This design comes from an exercise in tuning for small area, a short achievable clock period and few clock cycles per item on the open sky130 flow, not from production work.
The RTL was checked by simulation tests, not by an equivalence proof against the original design.
Power figures rest on the tool's default switching activity, not on a simulated workload.

## flow/design.v

```verilog
module b128codec (
    input  wire       clk,
    input  wire       rst,
    input  wire       cmd_valid,
    input  wire [1:0] cmd_op,
    output wire [1:0] status_state,
    output wire [1:0] status_err,
    input  wire       in_valid,
    input  wire [7:0] in_data,
    input  wire       in_end,
    output wire       in_ready,
    output wire       out_valid,
    output wire [7:0] out_data,
    input  wire       out_ready
);
    localparam [1:0] ST_IDLE = 2'd0, ST_BUSY = 2'd1, ST_DONE = 2'd2, ST_ERROR = 2'd3;
    localparam [1:0] ERR_NONE = 2'd0, ERR_INVALID = 2'd1, ERR_MALFORMED = 2'd2;
    localparam [1:0] OP_ENC7 = 2'd0, OP_DEC7 = 2'd1, OP_ENC192 = 2'd2, OP_DEC192 = 2'd3;
    localparam [7:0] PAD_CHAR = 8'h21;
    localparam [1:0] RM_HOLD = 2'd0, RM_SHIFT = 2'd1, RM_ENC = 2'd2, RM_HOR = 2'd3;
    function [7:0] alook;
        input [7:0] d;
        begin
            case (d)
            8'd0: alook = 8'h23;
            8'd1: alook = 8'h24;
            8'd2: alook = 8'h25;
            8'd3: alook = 8'h26;
            8'd4: alook = 8'h27;
            8'd5: alook = 8'h28;
            8'd6: alook = 8'h29;
            8'd7: alook = 8'h2A;
            8'd8: alook = 8'h2B;
            8'd9: alook = 8'h2C;
            8'd10: alook = 8'h2D;
            8'd11: alook = 8'h2E;
            8'd12: alook = 8'h2F;
            8'd13: alook = 8'h30;
            8'd14: alook = 8'h31;
            8'd15: alook = 8'h32;
            8'd16: alook = 8'h33;
            8'd17: alook = 8'h34;
            8'd18: alook = 8'h35;
            8'd19: alook = 8'h36;
            8'd20: alook = 8'h37;
            8'd21: alook = 8'h38;
            8'd22: alook = 8'h39;
            8'd23: alook = 8'h3A;
            8'd24: alook = 8'h3B;
            8'd25: alook = 8'h3C;
            8'd26: alook = 8'h3D;
            8'd27: alook = 8'h3E;
            8'd28: alook = 8'h3F;
            8'd29: alook = 8'h40;
            8'd30: alook = 8'h41;
            8'd31: alook = 8'h42;
            8'd32: alook = 8'h43;
            8'd33: alook = 8'h44;
            8'd34: alook = 8'h45;
            8'd35: alook = 8'h46;
            8'd36: alook = 8'h47;
            8'd37: alook = 8'h48;
            8'd38: alook = 8'h49;
            8'd39: alook = 8'h4A;
            8'd40: alook = 8'h4B;
            8'd41: alook = 8'h4C;
            8'd42: alook = 8'h4D;
            8'd43: alook = 8'h4E;
            8'd44: alook = 8'h4F;
            8'd45: alook = 8'h50;
            8'd46: alook = 8'h51;
            8'd47: alook = 8'h52;
            8'd48: alook = 8'h53;
            8'd49: alook = 8'h54;
            8'd50: alook = 8'h55;
            8'd51: alook = 8'h56;
            8'd52: alook = 8'h57;
            8'd53: alook = 8'h58;
            8'd54: alook = 8'h59;
            8'd55: alook = 8'h5A;
            8'd56: alook = 8'h5B;
            8'd57: alook = 8'h5C;
            8'd58: alook = 8'h5D;
            8'd59: alook = 8'h5E;
            8'd60: alook = 8'h5F;
            8'd61: alook = 8'h60;
            8'd62: alook = 8'h61;
            8'd63: alook = 8'h62;
            8'd64: alook = 8'h63;
            8'd65: alook = 8'h64;
            8'd66: alook = 8'h65;
            8'd67: alook = 8'h66;
            8'd68: alook = 8'h67;
            8'd69: alook = 8'h68;
            8'd70: alook = 8'h69;
            8'd71: alook = 8'h6A;
            8'd72: alook = 8'h6B;
            8'd73: alook = 8'h6C;
            8'd74: alook = 8'h6D;
            8'd75: alook = 8'h6E;
            8'd76: alook = 8'h6F;
            8'd77: alook = 8'h70;
            8'd78: alook = 8'h71;
            8'd79: alook = 8'h72;
            8'd80: alook = 8'h73;
            8'd81: alook = 8'h74;
            8'd82: alook = 8'h75;
            8'd83: alook = 8'h76;
            8'd84: alook = 8'h77;
            8'd85: alook = 8'h78;
            8'd86: alook = 8'h79;
            8'd87: alook = 8'h7A;
            8'd88: alook = 8'h7B;
            8'd89: alook = 8'h7C;
            8'd90: alook = 8'h7D;
            8'd91: alook = 8'h7E;
            8'd92: alook = 8'hA0;
            8'd93: alook = 8'hA1;
            8'd94: alook = 8'hA2;
            8'd95: alook = 8'hA3;
            8'd96: alook = 8'hA4;
            8'd97: alook = 8'hA5;
            8'd98: alook = 8'hA6;
            8'd99: alook = 8'hA7;
            8'd100: alook = 8'hA8;
            8'd101: alook = 8'hA9;
            8'd102: alook = 8'hAA;
            8'd103: alook = 8'hAB;
            8'd104: alook = 8'hAC;
            8'd105: alook = 8'hAD;
            8'd106: alook = 8'hAE;
            8'd107: alook = 8'hAF;
            8'd108: alook = 8'hB0;
            8'd109: alook = 8'hB1;
            8'd110: alook = 8'hB2;
            8'd111: alook = 8'hB3;
            8'd112: alook = 8'hB4;
            8'd113: alook = 8'hB5;
            8'd114: alook = 8'hB6;
            8'd115: alook = 8'hB7;
            8'd116: alook = 8'hB8;
            8'd117: alook = 8'hB9;
            8'd118: alook = 8'hBA;
            8'd119: alook = 8'hBB;
            8'd120: alook = 8'hBC;
            8'd121: alook = 8'hBD;
            8'd122: alook = 8'hBE;
            8'd123: alook = 8'hBF;
            8'd124: alook = 8'hC0;
            8'd125: alook = 8'hC1;
            8'd126: alook = 8'hC2;
            8'd127: alook = 8'hC3;
            8'd128: alook = 8'hC4;
            8'd129: alook = 8'hC5;
            8'd130: alook = 8'hC6;
            8'd131: alook = 8'hC7;
            8'd132: alook = 8'hC8;
            8'd133: alook = 8'hC9;
            8'd134: alook = 8'hCA;
            8'd135: alook = 8'hCB;
            8'd136: alook = 8'hCC;
            8'd137: alook = 8'hCD;
            8'd138: alook = 8'hCE;
            8'd139: alook = 8'hCF;
            8'd140: alook = 8'hD0;
            8'd141: alook = 8'hD1;
            8'd142: alook = 8'hD2;
            8'd143: alook = 8'hD3;
            8'd144: alook = 8'hD4;
            8'd145: alook = 8'hD5;
            8'd146: alook = 8'hD6;
            8'd147: alook = 8'hD7;
            8'd148: alook = 8'hD8;
            8'd149: alook = 8'hD9;
            8'd150: alook = 8'hDA;
            8'd151: alook = 8'hDB;
            8'd152: alook = 8'hDC;
            8'd153: alook = 8'hDD;
            8'd154: alook = 8'hDE;
            8'd155: alook = 8'hDF;
            8'd156: alook = 8'hE0;
            8'd157: alook = 8'hE1;
            8'd158: alook = 8'hE2;
            8'd159: alook = 8'hE3;
            8'd160: alook = 8'hE4;
            8'd161: alook = 8'hE5;
            8'd162: alook = 8'hE6;
            8'd163: alook = 8'hE7;
            8'd164: alook = 8'hE8;
            8'd165: alook = 8'hE9;
            8'd166: alook = 8'hEA;
            8'd167: alook = 8'hEB;
            8'd168: alook = 8'hEC;
            8'd169: alook = 8'hED;
            8'd170: alook = 8'hEE;
            8'd171: alook = 8'hEF;
            8'd172: alook = 8'hF0;
            8'd173: alook = 8'hF1;
            8'd174: alook = 8'hF2;
            8'd175: alook = 8'hF3;
            8'd176: alook = 8'hF4;
            8'd177: alook = 8'hF5;
            8'd178: alook = 8'hF6;
            8'd179: alook = 8'hF7;
            8'd180: alook = 8'hF8;
            8'd181: alook = 8'hF9;
            8'd182: alook = 8'hFA;
            8'd183: alook = 8'hFB;
            8'd184: alook = 8'hFC;
            8'd185: alook = 8'hFD;
            8'd186: alook = 8'hFE;
            8'd187: alook = 8'hFF;
            8'd188: alook = 8'h09;
            8'd189: alook = 8'h0B;
            8'd190: alook = 8'h1B;
            8'd191: alook = 8'h1C;
            8'd192: alook = 8'h21;
            8'd193: alook = 8'h21;
            8'd194: alook = 8'h21;
            8'd195: alook = 8'h21;
            8'd196: alook = 8'h21;
            8'd197: alook = 8'h21;
            8'd198: alook = 8'h21;
            8'd199: alook = 8'h21;
            8'd200: alook = 8'h21;
            8'd201: alook = 8'h21;
            8'd202: alook = 8'h21;
            8'd203: alook = 8'h21;
            8'd204: alook = 8'h21;
            8'd205: alook = 8'h21;
            8'd206: alook = 8'h21;
            8'd207: alook = 8'h21;
            8'd208: alook = 8'h21;
            8'd209: alook = 8'h21;
            8'd210: alook = 8'h21;
            8'd211: alook = 8'h21;
            8'd212: alook = 8'h21;
            8'd213: alook = 8'h21;
            8'd214: alook = 8'h21;
            8'd215: alook = 8'h21;
            8'd216: alook = 8'h21;
            8'd217: alook = 8'h21;
            8'd218: alook = 8'h21;
            8'd219: alook = 8'h21;
            8'd220: alook = 8'h21;
            8'd221: alook = 8'h21;
            8'd222: alook = 8'h21;
            8'd223: alook = 8'h21;
            8'd224: alook = 8'h21;
            8'd225: alook = 8'h21;
            8'd226: alook = 8'h21;
            8'd227: alook = 8'h21;
            8'd228: alook = 8'h21;
            8'd229: alook = 8'h21;
            8'd230: alook = 8'h21;
            8'd231: alook = 8'h21;
            8'd232: alook = 8'h21;
            8'd233: alook = 8'h21;
            8'd234: alook = 8'h21;
            8'd235: alook = 8'h21;
            8'd236: alook = 8'h21;
            8'd237: alook = 8'h21;
            8'd238: alook = 8'h21;
            8'd239: alook = 8'h21;
            8'd240: alook = 8'h21;
            8'd241: alook = 8'h21;
            8'd242: alook = 8'h21;
            8'd243: alook = 8'h21;
            8'd244: alook = 8'h21;
            8'd245: alook = 8'h21;
            8'd246: alook = 8'h21;
            8'd247: alook = 8'h21;
            8'd248: alook = 8'h21;
            8'd249: alook = 8'h21;
            8'd250: alook = 8'h21;
            8'd251: alook = 8'h21;
            8'd252: alook = 8'h21;
            8'd253: alook = 8'h21;
            8'd254: alook = 8'h21;
            8'd255: alook = 8'h21;
            default: alook = 8'h00;
            endcase
        end
    endfunction
    function [9:0] rlook;
        input [7:0] c;
        begin
            case (c)
            8'h00: rlook = 10'h200;
            8'h01: rlook = 10'h200;
            8'h02: rlook = 10'h200;
            8'h03: rlook = 10'h200;
            8'h04: rlook = 10'h200;
            8'h05: rlook = 10'h200;
            8'h06: rlook = 10'h200;
            8'h07: rlook = 10'h200;
            8'h08: rlook = 10'h200;
            8'h09: rlook = 10'h0BC;
            8'h0A: rlook = 10'h200;
            8'h0B: rlook = 10'h0BD;
            8'h0C: rlook = 10'h200;
            8'h0D: rlook = 10'h200;
            8'h0E: rlook = 10'h200;
            8'h0F: rlook = 10'h200;
            8'h10: rlook = 10'h200;
            8'h11: rlook = 10'h200;
            8'h12: rlook = 10'h200;
            8'h13: rlook = 10'h200;
            8'h14: rlook = 10'h200;
            8'h15: rlook = 10'h200;
            8'h16: rlook = 10'h200;
            8'h17: rlook = 10'h200;
            8'h18: rlook = 10'h200;
            8'h19: rlook = 10'h200;
            8'h1A: rlook = 10'h200;
            8'h1B: rlook = 10'h0BE;
            8'h1C: rlook = 10'h0BF;
            8'h1D: rlook = 10'h200;
            8'h1E: rlook = 10'h200;
            8'h1F: rlook = 10'h200;
            8'h20: rlook = 10'h200;
            8'h21: rlook = 10'h100;
            8'h22: rlook = 10'h200;
            8'h23: rlook = 10'h000;
            8'h24: rlook = 10'h001;
            8'h25: rlook = 10'h002;
            8'h26: rlook = 10'h003;
            8'h27: rlook = 10'h004;
            8'h28: rlook = 10'h005;
            8'h29: rlook = 10'h006;
            8'h2A: rlook = 10'h007;
            8'h2B: rlook = 10'h008;
            8'h2C: rlook = 10'h009;
            8'h2D: rlook = 10'h00A;
            8'h2E: rlook = 10'h00B;
            8'h2F: rlook = 10'h00C;
            8'h30: rlook = 10'h00D;
            8'h31: rlook = 10'h00E;
            8'h32: rlook = 10'h00F;
            8'h33: rlook = 10'h010;
            8'h34: rlook = 10'h011;
            8'h35: rlook = 10'h012;
            8'h36: rlook = 10'h013;
            8'h37: rlook = 10'h014;
            8'h38: rlook = 10'h015;
            8'h39: rlook = 10'h016;
            8'h3A: rlook = 10'h017;
            8'h3B: rlook = 10'h018;
            8'h3C: rlook = 10'h019;
            8'h3D: rlook = 10'h01A;
            8'h3E: rlook = 10'h01B;
            8'h3F: rlook = 10'h01C;
            8'h40: rlook = 10'h01D;
            8'h41: rlook = 10'h01E;
            8'h42: rlook = 10'h01F;
            8'h43: rlook = 10'h020;
            8'h44: rlook = 10'h021;
            8'h45: rlook = 10'h022;
            8'h46: rlook = 10'h023;
            8'h47: rlook = 10'h024;
            8'h48: rlook = 10'h025;
            8'h49: rlook = 10'h026;
            8'h4A: rlook = 10'h027;
            8'h4B: rlook = 10'h028;
            8'h4C: rlook = 10'h029;
            8'h4D: rlook = 10'h02A;
            8'h4E: rlook = 10'h02B;
            8'h4F: rlook = 10'h02C;
            8'h50: rlook = 10'h02D;
            8'h51: rlook = 10'h02E;
            8'h52: rlook = 10'h02F;
            8'h53: rlook = 10'h030;
            8'h54: rlook = 10'h031;
            8'h55: rlook = 10'h032;
            8'h56: rlook = 10'h033;
            8'h57: rlook = 10'h034;
            8'h58: rlook = 10'h035;
            8'h59: rlook = 10'h036;
            8'h5A: rlook = 10'h037;
            8'h5B: rlook = 10'h038;
            8'h5C: rlook = 10'h039;
            8'h5D: rlook = 10'h03A;
            8'h5E: rlook = 10'h03B;
            8'h5F: rlook = 10'h03C;
            8'h60: rlook = 10'h03D;
            8'h61: rlook = 10'h03E;
            8'h62: rlook = 10'h03F;
            8'h63: rlook = 10'h040;
            8'h64: rlook = 10'h041;
            8'h65: rlook = 10'h042;
            8'h66: rlook = 10'h043;
            8'h67: rlook = 10'h044;
            8'h68: rlook = 10'h045;
            8'h69: rlook = 10'h046;
            8'h6A: rlook = 10'h047;
            8'h6B: rlook = 10'h048;
            8'h6C: rlook = 10'h049;
            8'h6D: rlook = 10'h04A;
            8'h6E: rlook = 10'h04B;
            8'h6F: rlook = 10'h04C;
            8'h70: rlook = 10'h04D;
            8'h71: rlook = 10'h04E;
            8'h72: rlook = 10'h04F;
            8'h73: rlook = 10'h050;
            8'h74: rlook = 10'h051;
            8'h75: rlook = 10'h052;
            8'h76: rlook = 10'h053;
            8'h77: rlook = 10'h054;
            8'h78: rlook = 10'h055;
            8'h79: rlook = 10'h056;
            8'h7A: rlook = 10'h057;
            8'h7B: rlook = 10'h058;
            8'h7C: rlook = 10'h059;
            8'h7D: rlook = 10'h05A;
            8'h7E: rlook = 10'h05B;
            8'h7F: rlook = 10'h200;
            8'h80: rlook = 10'h200;
            8'h81: rlook = 10'h200;
            8'h82: rlook = 10'h200;
            8'h83: rlook = 10'h200;
            8'h84: rlook = 10'h200;
            8'h85: rlook = 10'h200;
            8'h86: rlook = 10'h200;
            8'h87: rlook = 10'h200;
            8'h88: rlook = 10'h200;
            8'h89: rlook = 10'h200;
            8'h8A: rlook = 10'h200;
            8'h8B: rlook = 10'h200;
            8'h8C: rlook = 10'h200;
            8'h8D: rlook = 10'h200;
            8'h8E: rlook = 10'h200;
            8'h8F: rlook = 10'h200;
            8'h90: rlook = 10'h200;
            8'h91: rlook = 10'h200;
            8'h92: rlook = 10'h200;
            8'h93: rlook = 10'h200;
            8'h94: rlook = 10'h200;
            8'h95: rlook = 10'h200;
            8'h96: rlook = 10'h200;
            8'h97: rlook = 10'h200;
            8'h98: rlook = 10'h200;
            8'h99: rlook = 10'h200;
            8'h9A: rlook = 10'h200;
            8'h9B: rlook = 10'h200;
            8'h9C: rlook = 10'h200;
            8'h9D: rlook = 10'h200;
            8'h9E: rlook = 10'h200;
            8'h9F: rlook = 10'h200;
            8'hA0: rlook = 10'h05C;
            8'hA1: rlook = 10'h05D;
            8'hA2: rlook = 10'h05E;
            8'hA3: rlook = 10'h05F;
            8'hA4: rlook = 10'h060;
            8'hA5: rlook = 10'h061;
            8'hA6: rlook = 10'h062;
            8'hA7: rlook = 10'h063;
            8'hA8: rlook = 10'h064;
            8'hA9: rlook = 10'h065;
            8'hAA: rlook = 10'h066;
            8'hAB: rlook = 10'h067;
            8'hAC: rlook = 10'h068;
            8'hAD: rlook = 10'h069;
            8'hAE: rlook = 10'h06A;
            8'hAF: rlook = 10'h06B;
            8'hB0: rlook = 10'h06C;
            8'hB1: rlook = 10'h06D;
            8'hB2: rlook = 10'h06E;
            8'hB3: rlook = 10'h06F;
            8'hB4: rlook = 10'h070;
            8'hB5: rlook = 10'h071;
            8'hB6: rlook = 10'h072;
            8'hB7: rlook = 10'h073;
            8'hB8: rlook = 10'h074;
            8'hB9: rlook = 10'h075;
            8'hBA: rlook = 10'h076;
            8'hBB: rlook = 10'h077;
            8'hBC: rlook = 10'h078;
            8'hBD: rlook = 10'h079;
            8'hBE: rlook = 10'h07A;
            8'hBF: rlook = 10'h07B;
            8'hC0: rlook = 10'h07C;
            8'hC1: rlook = 10'h07D;
            8'hC2: rlook = 10'h07E;
            8'hC3: rlook = 10'h07F;
            8'hC4: rlook = 10'h080;
            8'hC5: rlook = 10'h081;
            8'hC6: rlook = 10'h082;
            8'hC7: rlook = 10'h083;
            8'hC8: rlook = 10'h084;
            8'hC9: rlook = 10'h085;
            8'hCA: rlook = 10'h086;
            8'hCB: rlook = 10'h087;
            8'hCC: rlook = 10'h088;
            8'hCD: rlook = 10'h089;
            8'hCE: rlook = 10'h08A;
            8'hCF: rlook = 10'h08B;
            8'hD0: rlook = 10'h08C;
            8'hD1: rlook = 10'h08D;
            8'hD2: rlook = 10'h08E;
            8'hD3: rlook = 10'h08F;
            8'hD4: rlook = 10'h090;
            8'hD5: rlook = 10'h091;
            8'hD6: rlook = 10'h092;
            8'hD7: rlook = 10'h093;
            8'hD8: rlook = 10'h094;
            8'hD9: rlook = 10'h095;
            8'hDA: rlook = 10'h096;
            8'hDB: rlook = 10'h097;
            8'hDC: rlook = 10'h098;
            8'hDD: rlook = 10'h099;
            8'hDE: rlook = 10'h09A;
            8'hDF: rlook = 10'h09B;
            8'hE0: rlook = 10'h09C;
            8'hE1: rlook = 10'h09D;
            8'hE2: rlook = 10'h09E;
            8'hE3: rlook = 10'h09F;
            8'hE4: rlook = 10'h0A0;
            8'hE5: rlook = 10'h0A1;
            8'hE6: rlook = 10'h0A2;
            8'hE7: rlook = 10'h0A3;
            8'hE8: rlook = 10'h0A4;
            8'hE9: rlook = 10'h0A5;
            8'hEA: rlook = 10'h0A6;
            8'hEB: rlook = 10'h0A7;
            8'hEC: rlook = 10'h0A8;
            8'hED: rlook = 10'h0A9;
            8'hEE: rlook = 10'h0AA;
            8'hEF: rlook = 10'h0AB;
            8'hF0: rlook = 10'h0AC;
            8'hF1: rlook = 10'h0AD;
            8'hF2: rlook = 10'h0AE;
            8'hF3: rlook = 10'h0AF;
            8'hF4: rlook = 10'h0B0;
            8'hF5: rlook = 10'h0B1;
            8'hF6: rlook = 10'h0B2;
            8'hF7: rlook = 10'h0B3;
            8'hF8: rlook = 10'h0B4;
            8'hF9: rlook = 10'h0B5;
            8'hFA: rlook = 10'h0B6;
            8'hFB: rlook = 10'h0B7;
            8'hFC: rlook = 10'h0B8;
            8'hFD: rlook = 10'h0B9;
            8'hFE: rlook = 10'h0BA;
            8'hFF: rlook = 10'h0BB;
            default: rlook = 10'h200;
            endcase
        end
    endfunction
    function [2:0] ma;                       
        input [2:0] a, b;
        ma = {(a[0] & b[2]) | (a[1] & b[1]) | (a[2] & b[0]),
              (a[0] & b[1]) | (a[1] & b[0]) | (a[2] & b[2]),
              (a[0] & b[0]) | (a[1] & b[2]) | (a[2] & b[1])};
    endfunction
    function [2:0] pm;                       
        input [1:0] b;
        pm = {b[1] & ~b[0], ~b[1] & b[0], ~(b[1] ^ b[0])};
    endfunction
    function [1:0] pq;                       
        input [2:0] r;
        input [1:0] b;
        pq = {r[2] | (r[1] & b[1]),
              (r[0] & b[1] & b[0]) | (r[1] & ~b[1]) | (r[2] & (b[1] | b[0]))};
    endfunction
    reg  [1:0]  state_q, err_q, op_q;
    reg  [7:0]  s_q [0:15];
    reg  [4:0]  wp_q, rc_q, cnt_q;
    reg         ov_q, ir_q, end_q;
    reg  [7:0]  od_q;
    reg  [6:0]  mask_q;
    reg         trl_q;                           
    reg  [2:0]  oi_q;                            
    reg         bad_q, mal_q, pb_q, lpad_q, lhi_q;
    reg  [6:0]  ldig_q;
    reg  [3:0]  nwr_q;
    reg         act_q, padf_q;                   
    reg  [4:0]  rem_q;                           
    reg  [4:0]  dc_q;                            
    reg  [15:0] m_q;                             
    reg         up_q;                            
    reg  [4:0]  ul_q;
    reg         errp_q, fin_q;
    reg  [1:0]  errc_q;
    wire busy = (state_q == ST_BUSY);
    assign status_state = state_q;
    assign status_err   = err_q;
    assign in_ready     = ir_q;
    assign out_valid    = ov_q;
    assign out_data     = od_q;
    wire take     = ir_q & in_valid;
    wire take_d   = take & ~in_end;
    wire take_e   = take & in_end;
    wire out_free = ~ov_q | out_ready;
    wire [9:0] rl    = rlook(in_data);
    wire       r_bad = rl[9];
    wire       r_pad = rl[8];
    wire [7:0] r_dig = rl[7:0];
    wire [127:0] X;
    genvar gi;
    generate
        for (gi = 0; gi < 16; gi = gi + 1) begin : g_x
            assign X[8*gi +: 8] = s_q[gi];
        end
    endgenerate
    wire [7:0]   enc_dig;
    wire [113:0] enc_q;
    wire [127:0] hor_x;
    reg  [1:0]  n_state, n_err, n_op;
    reg  [4:0]  n_wp, n_rc, n_cnt;
    reg         n_ov, n_ir, n_end;
    reg  [6:0]  n_mask;
    reg         n_trl;
    reg  [2:0]  n_oi;
    reg         n_bad, n_mal, n_pb, n_lpad, n_lhi;
    reg  [6:0]  n_ldig;
    reg  [3:0]  n_nwr;
    reg         n_act, n_padf;
    reg  [4:0]  n_rem;
    reg  [4:0]  n_dc, e_dc;
    reg  [15:0] n_m, sm_n;
    reg  [7:0]  al_in;
    reg         n_up;
    reg  [4:0]  n_ul;
    reg         n_errp;
    reg  [1:0]  n_errc;
    reg  [1:0]  rmode;
    reg         wr, wcnt, oload, fin, close, trl_wr, start, step;
    reg  [4:0]  ws, wbase;
    reg         wdec;
    reg  [7:0]  wdata, odata;
    reg         e_padf, e_last;
    integer     j;
    always @* begin
        n_state = state_q; n_err = err_q; n_op = op_q;
        n_wp = wp_q; n_rc = rc_q; n_cnt = cnt_q;
        n_ov = ov_q & ~out_ready; n_ir = ir_q; n_end = end_q | take_e;
        n_mask = mask_q; n_trl = trl_q; n_oi = oi_q;
        n_bad = bad_q; n_mal = mal_q; n_pb = pb_q; n_lpad = lpad_q; n_lhi = lhi_q;
        n_ldig = ldig_q; n_nwr = nwr_q;
        n_act = act_q; n_padf = padf_q; n_rem = rem_q;
        n_dc = dc_q; e_dc = dc_q; n_m = m_q; sm_n = 16'd0; al_in = s_q[0];
        n_up = up_q; n_ul = ul_q;
        n_errp = errp_q; n_errc = errc_q;
        rmode = RM_HOLD; wr = 1'b0; wcnt = 1'b0; ws = 5'd0; wdata = 8'd0;
        oload = 1'b0; odata = 8'd0; fin = 1'b0;
        close = 1'b0; trl_wr = 1'b0; start = 1'b0; step = 1'b0;
        wbase = wp_q; wdec = 1'b0; e_padf = 1'b0; e_last = 1'b0;
        if (!busy) begin
            if (cmd_valid) begin
                n_state = ST_BUSY; n_err = ERR_NONE; n_op = cmd_op;
                n_wp = 5'd0; n_rc = 5'd0; n_cnt = 5'd0; n_end = 1'b0;
                n_ov = 1'b0; n_ir = 1'b1;
                n_mask = 7'd0; n_trl = 1'b0; n_oi = 3'd0;
                n_bad = 1'b0; n_mal = 1'b0; n_pb = 1'b0; n_lpad = 1'b0; n_lhi = 1'b0;
                n_nwr = 4'd0; n_act = 1'b0; n_up = 1'b0; n_errp = 1'b0; n_errc = ERR_NONE;
                fin = 1'b0;
                n_m = 16'd0;
            end
        end else begin
            case (op_q)
            OP_ENC7: begin
                if (wp_q != 5'd0 && out_free) begin
                    oload = 1'b1; odata = alook(al_in); rmode = RM_SHIFT;
                end
                wdec = oload;
                ws = wp_q - {4'd0, oload};
                if (trl_q) begin
                    if (wp_q != 5'd16 || oload) begin
                        wr = 1'b1; wdata = {1'b0, mask_q};
                        n_trl = 1'b0; n_mask = 7'd0; n_cnt = 5'd0;
                    end
                end else if (take_d) begin
                    wr = 1'b1; wdata = {1'b0, in_data[6:0]};
                    n_mask[3'd6 - cnt_q[2:0]] = in_data[7];
                    if (cnt_q == 5'd6) n_trl = 1'b1;
                    else n_cnt = cnt_q + 5'd1;
                end else if (take_e && cnt_q != 5'd0) begin
                    wr = 1'b1; wdata = 8'hFF; n_trl = 1'b1;     
                end
                n_wp = ws + {4'd0, wr};
                fin = n_end & ~n_trl & (n_wp == 5'd0);
                n_ir = ~n_end & ~n_trl & (n_wp <= 5'd15);
            end
            OP_DEC7: begin
                if (rc_q != 5'd0 && out_free) begin
                    oload = 1'b1; rmode = RM_SHIFT;
                    odata = {mask_q[3'd6 - oi_q], s_q[0][6:0]};
                    n_oi = oi_q + 3'd1; n_rc = rc_q - 5'd1;
                end
                wdec = oload;
                ws = wp_q - {4'd0, oload};
                close = (cnt_q == 5'd8 || (end_q && cnt_q != 5'd0)) && rc_q == 5'd0;
                if (close) begin
                    trl_wr = ~pb_q & ~lpad_q;
                    wdec = trl_wr;
                    ws = wp_q - {4'd0, trl_wr};
                    if (bad_q) begin
                        n_errp = 1'b1; n_errc = ERR_INVALID;
                    end else if (lpad_q | lhi_q | mal_q | (~pb_q & cnt_q != 5'd8)) begin
                        n_errp = 1'b1; n_errc = ERR_MALFORMED;
                    end else begin
                        n_rc = {1'b0, nwr_q} - {4'd0, trl_wr};
                        n_mask = ldig_q; n_oi = 3'd0;
                    end
                    n_cnt = 5'd0; n_pb = 1'b0; n_mal = 1'b0; n_bad = 1'b0;
                    n_nwr = 4'd0; n_lpad = 1'b0; n_lhi = 1'b0;
                end
                if (take_d) begin
                    if (n_cnt != 5'd0) begin
                        if (!n_pb && n_lhi) n_mal = 1'b1;
                        n_pb = n_pb | n_lpad;
                    end
                    n_bad = n_bad | r_bad;
                    wr = 1'b1; wdata = r_dig;            
                    if (!n_pb && !r_pad) begin
                        wcnt = 1'b1; n_nwr = n_nwr + 4'd1;
                    end
                    n_lpad = r_pad; n_lhi = r_dig[7]; n_ldig = r_dig[6:0];
                    n_cnt = n_cnt + 5'd1;
                end
                n_wp = ws + {4'd0, wcnt};
                fin = (n_errp | (n_end & n_cnt == 5'd0)) & (n_rc == 5'd0);
                n_ir = ~n_end & ~n_errp & (n_cnt < 5'd8 || n_rc == 5'd0);
            end
            OP_ENC192: begin
                start = ~act_q & (cnt_q == 5'd15 || (end_q && cnt_q != 5'd0));
                if (start) begin
                    e_padf = (cnt_q != 5'd15);
                    n_act = 1'b1; n_rem = cnt_q + 5'd1;
                    n_padf = (cnt_q != 5'd15); n_cnt = 5'd0;
                    wbase = 5'd16; e_dc = 5'd0; n_dc = 5'd0;
                end else begin
                    e_padf = padf_q; e_last = (rem_q == 5'd1);
                end
                if ((act_q | start) && out_free) begin
                    oload = 1'b1;
                    if (start || rem_q != 5'd0) begin
                        step = 1'b1; rmode = RM_ENC; al_in = enc_dig; odata = alook(al_in);
                        n_rem = (start ? cnt_q + 5'd1 : rem_q) - 5'd1;
                        n_dc = e_dc + 5'd1;
                        if (e_last && !e_padf) n_act = 1'b0;
                    end else begin
                        al_in = 8'hFF; odata = alook(al_in); n_act = 1'b0;
                    end
                end
                wdec = step;
                ws = wbase - {4'd0, step};
                if (take_d) begin
                    wr = 1'b1; wdata = in_data; n_cnt = n_cnt + 5'd1;
                end
                n_wp = ws + {4'd0, wr};
                for (j = 0; j < 16; j = j + 1) sm_n[j] = (j[4:0] < 5'd15 - e_dc);
                if (!n_act) begin
                    for (j = 0; j < 16; j = j + 1) n_m[j] = (j[4:0] < n_cnt);
                end else if (step) begin
                    n_m = m_q & sm_n;
                end
                fin = n_end & ~n_act & (n_cnt == 5'd0);
                n_ir = ~n_end & (n_cnt < 5'd15) & (n_wp <= 5'd15);
            end
            default: begin                         
                if (rc_q != 5'd0 && out_free) begin
                    oload = 1'b1; odata = s_q[0]; rmode = RM_SHIFT;
                    n_rc = rc_q - 5'd1;
                end
                wdec = oload;
                ws = wp_q - {4'd0, oload};
                if (up_q && rc_q == 5'd0) begin
                    if (!m_q[0]) begin
                        rmode = RM_HOR; n_m = m_q | {1'b0, m_q[15:1]};
                    end
                    if (m_q[0] | m_q[1]) begin
                        n_up = 1'b0; n_rc = ul_q - 5'd1; ws = ul_q - 5'd1;
                    end
                end
                if (take_d) begin
                    wr = 1'b1; wdata = r_dig;            
                    if (r_bad) begin
                        n_errp = 1'b1; n_errc = ERR_INVALID;
                    end else if (r_pad) begin
                        if (cnt_q == 5'd0) begin
                            n_errp = 1'b1; n_errc = ERR_MALFORMED;
                        end else begin
                            n_up = 1'b1; n_ul = cnt_q; n_cnt = 5'd0;
                            n_m = 16'd1 << (cnt_q[3:0] - 4'd1);
                        end
                    end else begin
                        wcnt = 1'b1;
                        if (cnt_q == 5'd15) begin
                            n_up = 1'b1; n_ul = 5'd16; n_cnt = 5'd0; n_m = 16'h8000;
                        end else begin
                            n_cnt = cnt_q + 5'd1;
                        end
                    end
                end else if (take_e && cnt_q != 5'd0) begin
                    n_errp = 1'b1; n_errc = ERR_MALFORMED;
                end
                n_wp = ws + {4'd0, wcnt};
                fin = (n_errp | (n_end & n_cnt == 5'd0 & ~n_up)) & (n_rc == 5'd0);
                n_ir = ~n_end & ~n_errp & ~n_up & (n_wp <= 5'd15);
            end
            endcase
            if (oload) n_ov = 1'b1;
            if (fin_q && !(ov_q && !out_ready)) begin
                n_state = errp_q ? ST_ERROR : ST_DONE;
                n_err   = errp_q ? errc_q : ERR_NONE;
                n_ir    = 1'b0;
                fin     = 1'b0;
            end
        end
    end
    wire [119:0] Y;
    generate
        for (gi = 0; gi < 15; gi = gi + 1) begin : g_y
            assign Y[8*gi +: 8] = s_q[gi] & {8{m_q[gi]}};
        end
    endgenerate
    wire [119:0] Z = {6'd0, Y[119:6]};       
    reg  [2:0] pv [0:59];
    reg  [2:0] gsum [0:14];
    reg  [2:0] p32 [0:14], p321 [0:14];
    reg  [2:0] ks [0:4][0:14];
    reg  [2:0] rin;
    reg  [119:0] qz;
    reg  [2:0] zm;
    integer k, l;
    always @* begin
        for (k = 0; k < 60; k = k + 1)
            pv[k] = pm(Z[2*k +: 2]);
        for (k = 0; k < 15; k = k + 1) begin
            p32[k]  = ma(pv[4*k+3], pv[4*k+2]);
            p321[k] = ma(p32[k], pv[4*k+1]);
            gsum[k] = ma(p32[k], ma(pv[4*k+1], pv[4*k]));
        end
        for (k = 0; k < 15; k = k + 1) ks[0][k] = gsum[k];
        for (l = 0; l < 4; l = l + 1)
            for (k = 0; k < 15; k = k + 1)
                if ((((14 - k) >> l) & 1) != 0)
                    ks[l+1][k] = ma(ks[l][k], ks[l][14 - ((((14 - k) >> l) << l) - 1)]);
                else
                    ks[l+1][k] = ks[l][k];
        zm = ks[4][0];
        for (k = 0; k < 15; k = k + 1) begin
            rin = (k < 14) ? ks[4][k+1] : 3'b001;
            qz[8*k+6 +: 2] = pq(rin, Z[8*k+6 +: 2]);
            qz[8*k+4 +: 2] = pq(ma(rin, pv[4*k+3]), Z[8*k+4 +: 2]);
            qz[8*k+2 +: 2] = pq(ma(rin, p32[k]), Z[8*k+2 +: 2]);
            qz[8*k   +: 2] = pq(ma(rin, p321[k]), Z[8*k +: 2]);
        end
    end
    assign enc_q   = qz[113:0];
    assign enc_dig = {zm[2], zm[1], Y[5:0]};
    wire [127:0] hmask;
    generate
        for (gi = 0; gi < 16; gi = gi + 1) begin : g_hm
            assign hmask[8*gi +: 8] = {8{m_q[gi]}};
        end
    endgenerate
    wire [127:0] xw = X & hmask;
    wire [127:0] hb = {2'b00, xw[127:2]};
    reg  [127:0] hg, hp, hpp, hs;
    integer hi, hl;
    always @* begin
        hpp = ~(X ^ hb);
        hg  = X & ~hb;
        hp  = hpp;
        hg[0] = hg[0] | hp[0];               
        for (hl = 0; hl < 7; hl = hl + 1)
            for (hi = 0; hi < 128; hi = hi + 1)
                if (((hi >> hl) & 1) != 0) begin
                    hg[hi] = hg[hi] | (hp[hi] & hg[((hi >> hl) << hl) - 1]);
                    hp[hi] = hp[hi] & hp[((hi >> hl) << hl) - 1];
                end
        hs[0] = ~hpp[0];
        for (hi = 1; hi < 128; hi = hi + 1) hs[hi] = hpp[hi] ^ hg[hi-1];
    end
    assign hor_x = hs;
    wire [127:0] qx = {14'd0, enc_q};
    integer i;
    reg [16:0] bh;
    reg [15:0] we;
    always @* begin
        for (i = 0; i < 17; i = i + 1) bh[i] = (wbase == i[4:0]);
        for (i = 0; i < 16; i = i + 1) we[i] = wr & (wdec ? bh[i+1] : bh[i]);
    end
    always @(posedge clk) begin
        for (i = 0; i < 16; i = i + 1) begin
            if (we[i])
                s_q[i] <= wdata;
            else case (rmode)
                RM_SHIFT: s_q[i] <= (i < 15) ? s_q[(i + 1) % 16] : 8'd0;
                RM_ENC:   s_q[i] <= sm_n[i] ? qx[8*i +: 8]
                                            : ((i < 15) ? s_q[(i + 1) % 16] : 8'd0);
                RM_HOR:   s_q[i] <= hor_x[8*i +: 8];
                default:  ;
            endcase
        end
        if (oload) od_q <= odata;
        wp_q <= n_wp; rc_q <= n_rc; cnt_q <= n_cnt; end_q <= n_end;
        mask_q <= n_mask; trl_q <= n_trl; oi_q <= n_oi;
        bad_q <= n_bad; mal_q <= n_mal; pb_q <= n_pb; lpad_q <= n_lpad; lhi_q <= n_lhi;
        ldig_q <= n_ldig; nwr_q <= n_nwr;
        act_q <= n_act; padf_q <= n_padf; rem_q <= n_rem;
        dc_q <= n_dc; m_q <= n_m;
        up_q <= n_up; ul_q <= n_ul;
        errp_q <= n_errp; errc_q <= n_errc; fin_q <= fin;
        op_q <= n_op;
        if (rst) begin
            state_q <= ST_IDLE;
            err_q   <= ERR_NONE;
            ov_q    <= 1'b0;
            ir_q    <= 1'b0;
        end else begin
            state_q <= n_state;
            err_q   <= n_err;
            ov_q    <= n_ov;
            ir_q    <= n_ir;
        end
    end
endmodule
```

## flow/constraint.sdc

```tcl
create_clock -name core_clock -period 12.0 [get_ports {clk}]
set_input_delay 2.4000 -clock core_clock [delete_from_list [all_inputs] [get_ports {clk}]]
set_output_delay 2.4000 -clock core_clock [all_outputs]
set_load 0.01 [all_outputs]
```

## flow/config.mk

```make
export PLATFORM = sky130hd
export DESIGN_NAME = b128codec
export DESIGN_NICKNAME = b128codec
export VERILOG_FILES = /design/flow/design.v
export SDC_FILE = /design/flow/constraint.sdc
export NUM_CORES = 4
export LEC_CHECK = 0
export ABC_CLOCK_PERIOD_IN_PS = 4000
export CAP_MARGIN = 20
export CORE_MARGIN = 2
export CORE_UTILIZATION = 50
export SETUP_SLACK_MARGIN = 5
export SLEW_MARGIN = 20
```

## flow/run.sh

```bash
#!/bin/bash
# synth_recipe.tcl (not shown) runs the flow's synth.tcl, then flattens the netlist and writes it again
# the make line also repeats each setting of config.mk as NAME=value (left out here)
make -C /OpenROAD-flow-scripts/flow DESIGN_CONFIG=/design/flow/config.mk WORK_HOME=/design/flow/orfs CLKGATE_MAP_FILE= SYNTH_SCRIPT=/design/flow/synth_recipe.tcl finish
```

==> results of run 1 <==
## area by class of cell
type | instances | area [sq um]
fill | 6485 | 30300
multi-input combinational | 3584 | 24900
sequential | 233 | 6840
timing repair buffer | 173 | 1480
inverter | 293 | 1100
tap | 873 | 1090
clock buffer | 45 | 933
clock inverter | 16 | 175
antenna | 2 | 5.00
## flip-flops by register name, indices dropped and copies added (netlist names), 2 cells and up, named ones only
signal	flops
cnt_q	5
dc_q	5
err_q	2
errc_q	2
ldig_q	7
m_q	16
mask_q	7
nwr_q	4
od_q	8
oi_q	3
op_q	2
rc_q	5
rem_q	5
s_q	128
state_q	2
ul_q	5
wp_q	5
## kinds of logic (layout without fill, tap and decap cells)
| group | after synthesis | after routing |
|---|---|---|
| buf+inv | 539 | 527 |
| flops | 233 | 233 |
| simple gates | 1413 | 1414 |
| compound gates | 1623 | 1623 |
| mux | 52 | 52 |
| fa+ha+maj | 333 | 333 |
| other cells | 0 | 2 |
| xor+xnor | 162 | 162 |
## metal layers
layer / wire (microns) / track usage [%] / up-vias
met1: 56200 / 49.4 / 17300
met4: 4950 / 13.4 / 0
met2: 55800 / 54.7 / 1745
li1: - / - / 16800
met3: 11400 / 4.93 / 223
met5: 0 / 0 / -
## worst min-delay path: cells and delay by family, from the launching register on
family	cells	cell delay (ns)
AO/OA/AOI/OAI	1	0.06
AND/OR/NAND/NOR	1	0.06
flip-flops	1	0.31
## final timing paths
path | from | slack [ns] | to | depth (start not counted)
setup / recovery | m_q[9]$_SDFFCE_PN0P_ | 5.23 | flop | 24
hold / removal | err_q[1]$_SDFFE_PP0P_ | 0.47 | err_q[1]$_SDFFE_PP0P_ | 2
setup reg to reg | m_q[9]$_SDFFCE_PN0P_ | 5.23 | flop | 24
hold reg to reg | err_q[1]$_SDFFE_PP0P_ | 0.47 | err_q[1]$_SDFFE_PP0P_ | 2
## through the flow
step           setup WS (ns)  cells  total power (W)
6_report                5.23   5219          0.00432
2_1_floorplan           5.95   4355          0.00260
5_1_grt                 4.94   5217          0.00456
3_5_place_dp            3.71   5087          0.00315
3_3_place_gp            3.70   5087          0.00315
4_1_cts                 4.99   5167          0.00422
## placed cells by master, fill, tap and decap left out, types with 77 or more instances in the layout
cell type,synthesis,final
edfxtp_1,217,217
inv_1,289,288
ha_1,324,322
o22ai_1,77,77
a22oi_1,119,119
buf_4,5,132
xnor2_1,95,95
a222oi_1,147,147
a31oi_1,104,103
o21ai_0,231,227
o221ai_1,94,94
a21oi_1,330,329
nand3_1,97,95
nand2_1,531,528
a21o_1,83,83
nor2_1,351,344
## report_power, final
| group | internal [W] | switching, W | leakage, nW |
|---|---|---|---|
| Sequential | 0.000992 | 0.000145 | 2.20 |
| Clock | 0.000615 | 0.000429 | 0.541 |
| Combinational | 0.000798 | 0.00134 | 11.5 |
| Total | 0.00240 | 0.00192 | 14.2 |
## what timing repair did
item                                    CTS  global route
buffers inserted                         18            49
pin swaps                                 8            28
resized for setup                        10            21
endpoints found under the setup margin   34            21
hold endpoints to repair                  0             0
gates cloned                              1             0
==> impl_metrics.toml, run 1 <==
[synth]
synth.area.mux_share_pct = 1.83
synth_commonest_cells = "nand2_1, nor2_1, a21oi_1"
yosys.area_share.simple_pct = 20.2
synthFlopType = "edfxtp_1"
netlist_instances = 4355
synth_adder_area_share_pct = 12.6
synth-seq-cells = 233
yosys.area.top_type_share_pct = 19.4
ys_seq_area_share_pct = 20.3
synth_warnings = 7
synth_cell_type_count = 106
synthTopCellsByArea = "edfxtp_1, ha_1, nand2_1"
synth_edf_count = 217
synth.net_count = 4704
async_reset_ff_share_pct = 0
synth_area_per_cell_sq_um = 7.72
yosys.area_share.xor_xnor_pct = 4.22
synth_top_family_by_area = "compound AO/OA/AOI/OAI gates"
yosysTopAreaCell = "edfxtp_1"
synth-compound-area-share_pct = 34.7
synth_most_common_cell = "nand2_1"
syn-cell-area_sq_um = 33600

[clock_network]
clk_path_buf_depth = 3
clk_latency_ns = 0.57
cts-root-buf = "clkbuf_16"
clock_sinks = 233
cts_tree = "yes"
ctsHoldBuffers = 0
htreeDepth = 2
clkTransAtPathRegs_ns = 0.06
cts_made_buffers = 34

[placed_design]
placed_area_sq_um = 34700
dp_hpwl_microns = 92800
port_buffers = 29
gp_congestion = 0.985

[min_path]
min_path_type = "flop to flop"

[sta]
post-route-period-util_pct = 56.4
holdWs_ns = 0.474
drv_slew = 0
relSlewSlack_pct = 24.1
skew_ns = 0.0238
setup_viol = 0
tns_ns = 0
worst_slew_pin_slew_ns = 1.13
finalHoldViolations = 0
clock.fmax_mhz = 148
finalCriticalPeriod_ns = 6.77
rsz0062_at_grt = "yes"

[power]
p_leak_nw = 14.2
vdd_drop_max_uv = 122
power_density_nw_per_um2 = 118

[routing]
drc_errors = 0
viasPerCell = 6.91
drt_iter0_drc = 4890
avgRoutedWirePerCell_microns = 24.6
vias = 36100
first_pass_iters = 15
antenna_left = 0
wl_microns = 128000

[setup_path]
end_kind = "flop"
critPathBufInv = 5
critPathTopFamily = "compound AO/OA/AOI/OAI gates"
startpoint_type = "flop"
crit_required_ns = 12.43
crit_path_cell_trace = "nand2_1 -> inv_1 -> ha_1 -> nand4b_1 -> o221ai_1 -> a222oi_1 -> o22ai_1 -> o22ai_1 -> o221ai_1 -> buf_4 -> a222oi_1 -> buf_4 -> o22ai_1 -> nor2_1 -> o22ai_1 -> a2111oi_0 -> o21ai_0 -> o21a_1 -> inv_1 -> ha_1 -> inv_1 -> or3_1 -> mux2i_1 -> o41ai_2"
critPathSlowestCell = "a222oi_1"
critical_path_class = "flop to flop"
cp_max_fo = 13
critPathArrivalTime_ns = 7.20
cpMostUsedCell = "o22ai_1"
cpPeakStageDelay_ns = 0.80

[global_route]
grt_pass1_vias = 32400
grt_overflow = 0
grt.total_usage_pct = 35.2
grt_max_degree = 73
grt_pass1_wl_microns = 194000
antenna_found_initial = 0

[job]
max-cap-violations = 0

[final_layout]
stdcell_area_sq_um = 36600
fin_util_pct = 54.7
drive_above_1_share_pct = 7.69
nNetsFinal = 4668
area_growth_pct = 8.80

[die]
fp.dieArea_sq_um = 69300
fp-row-count = 95
core_area_sq_um = 66900
die_y_microns = 263
initial_utilization_pct = 50.2
io_pins = 30
dieWidth_microns = 263

[outcome]
status = "no timing/DRC/antenna violations"
Testbench counts, summed over its fixed seeds: cycles 30,977, bytes 41,065.
==> run 2: changes to the inputs <==
--- a/flow/design.v
+++ b/flow/design.v
@@ -835,10 +835,8 @@
         for (k = 0; k < 15; k = k + 1) ks[0][k] = gsum[k];
         for (l = 0; l < 4; l = l + 1)
             for (k = 0; k < 15; k = k + 1)
-                if ((((14 - k) >> l) & 1) != 0)
-                    ks[l+1][k] = ma(ks[l][k], ks[l][14 - ((((14 - k) >> l) << l) - 1)]);
-                else
-                    ks[l+1][k] = ks[l][k];
+                if (k + (1 << l) < 15) ks[l+1][k] = ma(ks[l][k], ks[l][k + (1 << l)]);
+                else                   ks[l+1][k] = ks[l][k];
         zm = ks[4][0];
         for (k = 0; k < 15; k = k + 1) begin
             rin = (k < 14) ? ks[4][k+1] : 3'b001;
@@ -866,11 +864,15 @@
         hp  = hpp;
         hg[0] = hg[0] | hp[0];               
         for (hl = 0; hl < 7; hl = hl + 1)
-            for (hi = 0; hi < 128; hi = hi + 1)
-                if (((hi >> hl) & 1) != 0) begin
-                    hg[hi] = hg[hi] | (hp[hi] & hg[((hi >> hl) << hl) - 1]);
-                    hp[hi] = hp[hi] & hp[((hi >> hl) << hl) - 1];
-                end
+            for (hi = (2 << hl) - 1; hi < 128; hi = hi + (2 << hl)) begin
+                hg[hi] = hg[hi] | (hp[hi] & hg[hi - (1 << hl)]);
+                hp[hi] = hp[hi] & hp[hi - (1 << hl)];
+            end
+        for (hl = 5; hl >= 0; hl = hl - 1)
+            for (hi = 3 * (1 << hl) - 1; hi < 128; hi = hi + (2 << hl)) begin
+                hg[hi] = hg[hi] | (hp[hi] & hg[hi - (1 << hl)]);
+                hp[hi] = hp[hi] & hp[hi - (1 << hl)];
+            end
         hs[0] = ~hpp[0];
         for (hi = 1; hi < 128; hi = hi + 1) hs[hi] = hpp[hi] ^ hg[hi-1];
     end
==> flow/config.mk (replaced) <==
export PLATFORM = sky130hd
export DESIGN_NAME = b128codec
export DESIGN_NICKNAME = b128codec
export VERILOG_FILES = /design/flow/design.v
export SDC_FILE = /design/flow/constraint.sdc
export NUM_CORES = 4
export LEC_CHECK = 0
export CAP_MARGIN = 10
export CORE_MARGIN = 2
export CORE_UTILIZATION = 55
export CTS_BUF_LIST = sky130_fd_sc_hd__clkbuf_4 sky130_fd_sc_hd__clkbuf_8
export SETUP_SLACK_MARGIN = 5
export SLEW_MARGIN = 10
==> run 2 against run 1 <==
First-iteration DRC count shrank 0.20%. Design area grew 2.6%. Global-route usage grew 2.6 points. Synthesized cell count shrank 0.67%. Combinational power grew 8%. Largest cell class unchanged.
==> impl_metrics.toml, run 2 <==
[sta]
finalCriticalPeriod_ns = 6.88
setup_viol = 0
clock.fmax_mhz = 145
setup_ws_ns = 5.12
worst_slew_pin_slew_ns = 1.22
drv_slew = 0
rsz0062_at_grt = "yes"
relSlewSlack_pct = 18.1
finalHoldViolations = 0
skew_ns = 0.0827
holdWs_ns = 0.486
tns_ns = 0
post-route-period-util_pct = 57.4

[final_layout]
stdcell_area_sq_um = 37500
nNetsFinal = 4788
drive_above_1_share_pct = 10.4
layout_common_cells = "nand2_1, nor2_1, ha_1, a21oi_1, inv_1"
top_register = "s_q"
area_growth_pct = 10.6
reg_top3 = "s_q: 128 flops, m_q: 16 flops, od_q: 8 flops"
final_common_cell = "nand2_1"
largest_reg_flops = 128

[synth]
synth_most_common_cell = "nand2_1"
synthFlopType = "edfxtp_1"
synthTopCellsByArea = "edfxtp_1, ha_1, nand2_1"
async_reset_ff_share_pct = 0
synth.net_count = 4728
synth_edf_count = 217
synth_area_per_cell_sq_um = 7.84
ys_seq_area_share_pct = 20.2
synth_warnings = 7
synth_cell_type_count = 88
synth-seq-cells = 233
yosys.area.top_type_share_pct = 19.2
yosysTopAreaCell = "edfxtp_1"
synth_commonest_cells = "nand2_1, nor2_1, ha_1"
netlist_instances = 4326
syn-cell-area_sq_um = 33900

[die]
core_area_sq_um = 61400
initial_utilization_pct = 55.3
die_y_microns = 252
io_pins = 30
fp-row-count = 91
fp.dieArea_sq_um = 63700
dieWidth_microns = 252

[power]
vdd_drop_max_uv = 103
p_leak_nw = 14.7
power_density_nw_per_um2 = 118

[setup_path]
cpMostUsedCell = "buf_4"
critPathBufInv = 7
cp_max_fo = 18
cpPeakStageDelay_ns = 0.51
end_kind = "flop"
crit_required_ns = 12.53
critPathArrivalTime_ns = 7.41
critPathTopFamily = "compound AO/OA/AOI/OAI gates"
crit_start = "m_q[6]$_SDFFCE_PN0P_"
timing.rr.start = "m_q[6]$_SDFFCE_PN0P_"
startpoint_type = "flop"
critPathSlowestCell = "a222oi_1"
critical_path_class = "flop to flop"

[routing]
viasPerCell = 7.01
wl_microns = 127000
avgRoutedWirePerCell_microns = 24.3
first_pass_iters = 14
drc_errors = 0
vias = 36600
drt_iter0_drc = 4880
antenna_left = 0

[global_route]
grt_overflow = 0
grt.total_usage_pct = 37.8
antenna_found_initial = 2
grt_pass1_vias = 32800
grt_max_degree = 76
grt_pass1_wl_microns = 191000

[placed_design]
port_buffers = 29
pre_cts_slack_ns = 3.59
placed_area_sq_um = 34900
dp_hpwl_microns = 91300
gp_congestion = 0.976

[min_path]
min_from = "err_q[1]$_SDFFE_PP0P_"
min_path_type = "flop to flop"

[clock_network]
htreeDepth = 2
clk_latency_ns = 0.72
clock_sinks = 233
clk_path_buf_depth = 3
cts_tree = "yes"
clkTransAtPathRegs_ns = 0.06
ctsHoldBuffers = 0
cts-root-buf = "clkbuf_8"
cts_made_buffers = 49

[outcome]
status = "no timing/DRC/antenna violations"

[job]
max-cap-violations = 0
run 2: cell count changes in the layout (fill, tap and decap cells not counted), moves of 23 or more:
cell       before  now
fa_1            9   65
buf_4         132  223
nor2_1        344  392
xnor2_1        95   40
o211ai_1       70  123
a21o_1         83  108
inv_1         288  249
a22oi_1       119  172
clkbuf_16      35    1
nand3_1        95   72
clkbuf_8        3   54
a21oi_1       329  250
run 2: logic make-up (layout without fill, tap and decap cells):
logic type                 Yosys count  count (layout)  synth area share [%]
DFF                                233             233                  20.2
adders and majority gates          386             386                  15.7
other                                0               2                     0
buffers and inverters              509             606                  5.68
AOI/OAI and AO/OA                 1618            1618                  34.2
xor gates and xnor gates           117             117                  3.02
and+or+nand+nor                   1426            1426                  20.0
muxes                               37              37                  1.31
run 2: routing by layer:
layer | vias to the layer above | part of all wire (%) | wire length (microns) | track usage, %
met3 | 332 | 9.2 | 11700 | 5.59
met1 | 17400 | 41 | 52200 | 51.0
met2 | 1927 | 44 | 55300 | 58.9
li1 | 16900 | - | - | -
met4 | 0 | 6.0 | 7590 | 19.5
met5 | - | 0 | 0 | 0
run 2: cell type report:
class | instances | area, sq um
diodes | 2 | 5.00
clock buffers | 67 | 841
clock inverters | 21 | 231
fillers | 5667 | 23800
inverters | 255 | 961
multi-input cells | 3584 | 25500
flip-flops and latches | 233 | 6840
well taps | 790 | 988
repair buffers | 263 | 2140
run 2: report_power, final:
group	total [W]	switching, W	internal [W]
combinational	0.00231	0.00144	0.000877
sequential	0.00113	0.000138	0.000994
clock	0.000985	0.000440	0.000545
run 2: path summary, 6_finish.rpt:
| check | cells after the start | slack [ns] | endpoint |
|---|---|---|---|
| max | 27 | 5.12 | flop |
| min | 2 | 0.49 | err_q[1]$_SDFFE_PP0P_ |
| max reg2reg | 27 | 5.12 | flop |
| min reg2reg | 2 | 0.49 | err_q[1]$_SDFFE_PP0P_ |
run 2: through the flow:
step / std cells / utilization [%] / power, W
floorplan: 4326 / - / 0.00261
CTS: 5147 / 59.9 / 0.00430
global placement: 4960 / 56.8 / 0.00319
detailed placement: 4960 / 56.8 / 0.00320
finish: 5215 / 61.1 / 0.00443
global route: 5215 / 61.1 / 0.00467
run 2: worst reg2reg max path, cell delays in order (launching register included):
cell and delay, ns:
edfxtp_1 0.45, buf_4 0.25, nand2_1 0.22, inv_1 0.09, ha_1 0.26, inv_1 0.14, o221ai_2 0.23, a222oi_1 0.44
buf_4 0.22, buf_4 0.13, nor2_1 0.04, nor2_2 0.33, o221ai_2 0.27, a222oi_1 0.38, buf_4 0.19, nor2_1 0.08
or3_1 0.48, a222oi_1 0.51, o211ai_1 0.24, o211a_2 0.23, o31ai_4 0.34, inv_2 0.12, ha_1 0.30, ha_1 0.32
nand2_1 0.05, o311a_1 0.14, o21ai_0 0.15, o2111ai_1 0.11
run 2: what timing repair did:
action / 4_1_cts / 5_1_grt
setup buffers: 99 / 65
setup endpoints to repair: 37 / 18
gates cloned: 0 / 1
gates resized for setup: 18 / 45
pin swaps: 41 / 13
Testbench counts of run 2, summed over its fixed seeds: cycles 30,977, bytes 41,065.
==> run 3: changes to the inputs <==
--- a/flow/design.v
+++ b/flow/design.v
@@ -618,7 +618,6 @@
     reg  [4:0]  n_rem;
     reg  [4:0]  n_dc, e_dc;
     reg  [15:0] n_m, sm_n;
-    reg  [7:0]  al_in;
     reg         n_up;
     reg  [4:0]  n_ul;
     reg         n_errp;
@@ -638,7 +637,7 @@
         n_bad = bad_q; n_mal = mal_q; n_pb = pb_q; n_lpad = lpad_q; n_lhi = lhi_q;
         n_ldig = ldig_q; n_nwr = nwr_q;
         n_act = act_q; n_padf = padf_q; n_rem = rem_q;
-        n_dc = dc_q; e_dc = dc_q; n_m = m_q; sm_n = 16'd0; al_in = s_q[0];
+        n_dc = dc_q; e_dc = dc_q; n_m = m_q; sm_n = 16'd0;
         n_up = up_q; n_ul = ul_q;
         n_errp = errp_q; n_errc = errc_q;
         rmode = RM_HOLD; wr = 1'b0; wcnt = 1'b0; ws = 5'd0; wdata = 8'd0;
@@ -660,7 +659,7 @@
             case (op_q)
             OP_ENC7: begin
                 if (wp_q != 5'd0 && out_free) begin
-                    oload = 1'b1; odata = alook(al_in); rmode = RM_SHIFT;
+                    oload = 1'b1; odata = al_out; rmode = RM_SHIFT;
                 end
                 wdec = oload;
                 ws = wp_q - {4'd0, oload};
@@ -735,12 +734,12 @@
                 if ((act_q | start) && out_free) begin
                     oload = 1'b1;
                     if (start || rem_q != 5'd0) begin
-                        step = 1'b1; rmode = RM_ENC; al_in = enc_dig; odata = alook(al_in);
+                        step = 1'b1; rmode = RM_ENC; odata = al_out;
                         n_rem = (start ? cnt_q + 5'd1 : rem_q) - 5'd1;
                         n_dc = e_dc + 5'd1;
                         if (e_last && !e_padf) n_act = 1'b0;
                     end else begin
-                        al_in = 8'hFF; odata = alook(al_in); n_act = 1'b0;
+                        odata = al_out; n_act = 1'b0;
                     end
                 end
                 wdec = step;
@@ -848,6 +847,15 @@
     end
     assign enc_q   = qz[113:0];
     assign enc_dig = {zm[2], zm[1], Y[5:0]};
+    wire       enc192 = (op_q == OP_ENC192);
+    wire [5:0] al_lo  = enc192 ? Y[5:0] : s_q[0][5:0];
+    wire [7:0] al_c0  = alook({2'b00, al_lo});
+    wire [7:0] al_c1  = alook({2'b01, al_lo});
+    wire [7:0] al_c2  = alook({2'b10, al_lo});
+    wire [2:0] al_sel = enc192 ? (zm & {3{~(act_q & rem_q == 5'd0)}})
+                               : {s_q[0][7:6] == 2'b10, s_q[0][7:6] == 2'b01, s_q[0][7:6] == 2'b00};
+    wire [7:0] al_out = ({8{al_sel[0]}} & al_c0) | ({8{al_sel[1]}} & al_c1) |
+                        ({8{al_sel[2]}} & al_c2) | ((al_sel == 3'd0) ? PAD_CHAR : 8'd0);
     wire [127:0] hmask;
     generate
         for (gi = 0; gi < 16; gi = gi + 1) begin : g_hm
==> flow/config.mk (replaced) <==
export PLATFORM = sky130hd
export DESIGN_NAME = b128codec
export DESIGN_NICKNAME = b128codec
export VERILOG_FILES = /design/flow/design.v
export SDC_FILE = /design/flow/constraint.sdc
export NUM_CORES = 4
export LEC_CHECK = 0
export CAP_MARGIN = 20
export CORE_MARGIN = 2
export CORE_UTILIZATION = 60
export PLACE_DENSITY = 0.7
export SETUP_SLACK_MARGIN = 5
export SLEW_MARGIN = 20
==> run 3 against run 2 <==
Highest routed layer is now met5. Non-clock buffer count shrank 124. Power is 2.0% higher. Synthesized cell count grew 3.1%. Via count grew 2.6%. Maximum frequency grew 1.4%. Worst hold slack improved by 0.022 ns. Worst setup slack improved by 0.097 ns. Flip-flop and latch count down 8. Global-route usage up 2.7 points. Critical path depth decreased by 2. Sequential share of layout area down 0.24 points.
==> impl_metrics.toml, run 3 <==
[outcome]
status = "no timing/DRC/antenna violations"

[synth]
synthFlopType = "edfxtp_1"
async_reset_ff_share_pct = 0
synth_most_common_cell = "nand2_1"
synth_adder_area_share_pct = 14.5
synth-compound-area-share_pct = 36.4
ys_seq_area_share_pct = 19.2
synth_edf_count = 217
yosys.area.top_type_share_pct = 18.7
syn-cell-area_sq_um = 34800
netlist_instances = 4460
synth.net_count = 4841
synthTopCellsByArea = "edfxtp_1, ha_1, nand2_1"
synth_top_family_by_area = "compound AO/OA/AOI/OAI gates"
synth_warnings = 7
yosysTopAreaCell = "edfxtp_1"
yosys.area_share.simple_pct = 19.4
synth_commonest_cells = "nand2_1, nor2_1, a21oi_1"
synth-seq-cells = 225
synth_area_per_cell_sq_um = 7.81
synth.area.mux_share_pct = 2.05
yosys.area_share.xor_xnor_pct = 3.09
synth_cell_type_count = 104

[global_route]
grt_pass1_wl_microns = 193000
grt_overflow = 0
antenna_found_initial = 2
grt_max_degree = 82
grt.total_usage_pct = 40.5
grt_pass1_vias = 33100

[clock_network]
clk_path_buf_depth = 3
clk_latency_ns = 0.64
cts_tree = "yes"
cts-root-buf = "clkbuf_16"
clock_sinks = 225
clkTransAtPathRegs_ns = 0.06
htreeDepth = 1
ctsHoldBuffers = 0
cts_made_buffers = 30

[routing]
vias = 37500
drt_iter0_drc = 5581
first_pass_iters = 14
wl_microns = 127000
drc_errors = 0
antenna_left = 0
viasPerCell = 7.29
avgRoutedWirePerCell_microns = 24.7

[sta]
setup_viol = 0
drv_slew = 0
finalCriticalPeriod_ns = 6.79
skew_ns = 0.0280
post-route-period-util_pct = 56.5
setup_ws_ns = 5.21
rsz0062_at_grt = "yes"
tns_ns = 0
relSlewSlack_pct = 25.3
worst_slew_pin_slew_ns = 1.12
finalHoldViolations = 0
clock.fmax_mhz = 147

[final_layout]
drive_above_1_share_pct = 6.49
final_common_cell = "nand2_1"
nNetsFinal = 4735
nFillCells = 5166
largest_reg_flops = 128
reg_top3 = "s_q: 128 flops, m_q: 16 flops, od_q: 8 flops"
stdcell_area_sq_um = 37100
layout_common_cells = "nand2_1, nor2_1, a21oi_1, ha_1, o21ai_0"
final_cells = 5144
area_growth_pct = 6.60
top_register = "s_q"

[setup_path]
rr_worst_depth = 25
reg2reg_to = "s_q[12][7]$_DFFE_PP_"
cp_max_fo = 28
crit_required_ns = 12.34
critPathArrivalTime_ns = 7.13
startpoint_type = "flop"
r2r_setup_slack_ns = 5.21
end_kind = "flop"
critical_path_class = "flop to flop"
timing.rr.start = "s_q[0][2]$_DFFE_PP_"

[min_path]
min_path_type = "flop to flop"
min_to = "err_q[1]$_SDFFE_PP0P_"
min_from = "err_q[1]$_SDFFE_PP0P_"
worstHoldPathCells = 2

[die]
io_pins = 30
core_area_sq_um = 57600
initial_utilization_pct = 60.5
fp-row-count = 88
die_y_microns = 245
fp.dieArea_sq_um = 60000
dieWidth_microns = 245

[placed_design]
port_buffers = 29
placed_area_sq_um = 35600
dp_hpwl_microns = 93800
place_inst = 5050
gp_congestion = 1.00
pre_cts_slack_ns = 4.83

[power]
p_leak_nw = 14.3
power_density_nw_per_um2 = 122
vdd_drop_max_uv = 114
power_w = 0.00452

[job]
max-cap-violations = 0
## run 3: changes by cell type in the layout (fill, tap and decap cells not counted), sizes merged, moves of 33 or more
cell / previous run / this run
a22oi: 173 / 114
a22o: 13 / 46
nand4b: 53 / 8
nor2: 406 / 353
a21oi: 251 / 342
inv: 253 / 211
clkbuf: 70 / 34
o211ai: 123 / 83
nand2b: 44 / 115
a31oi: 127 / 64
o21ai: 222 / 321
buf: 231 / 106
a221oi: 30 / 71
## run 3: kinds of logic (layout without fill, tap and decap cells)
kind of cell             Yosys count  in the layout
adder cells (fa/ha/maj)          365            365
AND/OR/NAND/NOR                 1410           1410
multiplexers                      65             65
AO/OA/AOI/OAI                   1782           1782
XOR/XNOR                         123            123
flip-flops                       225            225
buffers and inverters            490            408
other                              0              1
## run 3: power breakdown
group          internal [W]  switching [W]
Clock              0.000655       0.000424
Sequential         0.000957       0.000152
Combinational      0.000851        0.00148
## run 3: layer usage
metal,global-route usage (%),wire length [microns],vias up
met4,20.7,7310,2
met3,8.29,15600,375
met5,0,9,-
met1,55.8,50700,17700
met2,60.0,53600,2420
li1,-,-,17100
## run 3: final cells by class
class	count	area [sq um]	area share [%]
Antenna cell	1	2.50	0.00674
Clock buffer	31	754	2.03
Clock inverter	25	400	1.08
Inverter	213	800	2.15
Multi-Input combinational cell	3745	26400	71.1
Sequential cell	225	6680	18.0
Tap cell	765	957	2.58
Timing Repair Buffer	139	1130	3.04
## run 3: how the worst max path moves through the flow
stage / cells past startpoint / from / end
finish: 25 / s_q[0][2]$_DFFE_PP_ / s_q[12][7]$_DFFE_PP_
global route: 15 / m_q[8]$_SDFFCE_PN0P_ / s_q[4][4]$_DFFE_PP_
CTS: 23 / m_q[1]$_SDFFCE_PN0P_ / s_q[12][7]$_DFFE_PP_
detailed placement: 15 / out_ready / s_q[4][0]$_DFFE_PP_
global placement: 15 / out_ready / s_q[4][0]$_DFFE_PP_
floorplan: 26 / s_q[0][2]$_DFFE_PP_ / s_q[12][7]$_DFFE_PP_
## run 3: through the flow
step	util, %	hold slack (ns)
global placement	61.8	0.489
floorplan	-	0.462
detailed placement	61.9	0.495
global route	64.5	0.541
finish	64.5	0.508
CTS	63.9	0.510
## run 3: timing repair
action | 4_1_cts | 5_1_grt
endpoints found under the setup margin | 0 | 32
buffers inserted | 0 | 32
endpoints found under the hold margin | 0 | 0
gates resized for setup | 0 | 4
## run 3: worst max-delay path, cell delays in order, from the launching register on
cell and delay, ns:
edfxtp_1 0.32, buf_4 0.30, and2_1 0.18, ha_1 0.16
inv_1 0.06, fa_1 0.43, a21o_1 0.17, a21o_1 0.20
a21o_1 0.18, a21o_1 0.24, a31oi_1 0.41, a211oi_1 0.24
and3_1 0.31, o31ai_1 0.20, buf_4 0.22, o21bai_1 0.25
a21o_1 0.31, a21bo_2 0.26, a21boi_0 0.46, o21ai_0 0.25
a21o_1 0.22, a21o_1 0.18, fa_1 0.40, xor2_1 0.19
a221oi_1 0.24, mux2i_1 0.11
Testbench counts of run 3, summed over its fixed seeds: cycles 30,977, bytes 41,065.

[static timing again, ports no longer ideal]
Ports are ideal in the flow. The routed layouts listed here were re-timed in OpenROAD. Step 1 sets driving cells, clkbuf_16 on the clock port and buf_2 on the other inputs (assumed; they add their load-dependent delay and slew). Step 2 moves the port delays by t, midway between the first and last clock arrival at a register: inputs arrive t later, outputs are due t later. That takes back most of the time a late clock gives input paths. Slacks: ideal / step 1 / step 2; pairs: ideal / step 1.
| run | t, ns | slack for setup (ns) | worst setup path at the end |
|---|---|---|---|
| run 1 | 0.619 | 5.233 / 5.233 / 4.732 | input to register |
| run 2 | 0.736 | 5.117 / 5.117 / 4.480 | input to register |
| run 3 | 0.686 | 5.214 / 5.214 / 4.666 | input to register |
After both steps every run listed still meets setup and hold. For run 2, which loses most, drivers alone change the setup slack by 0.000 ns; drivers and shift together by -0.637 ns.
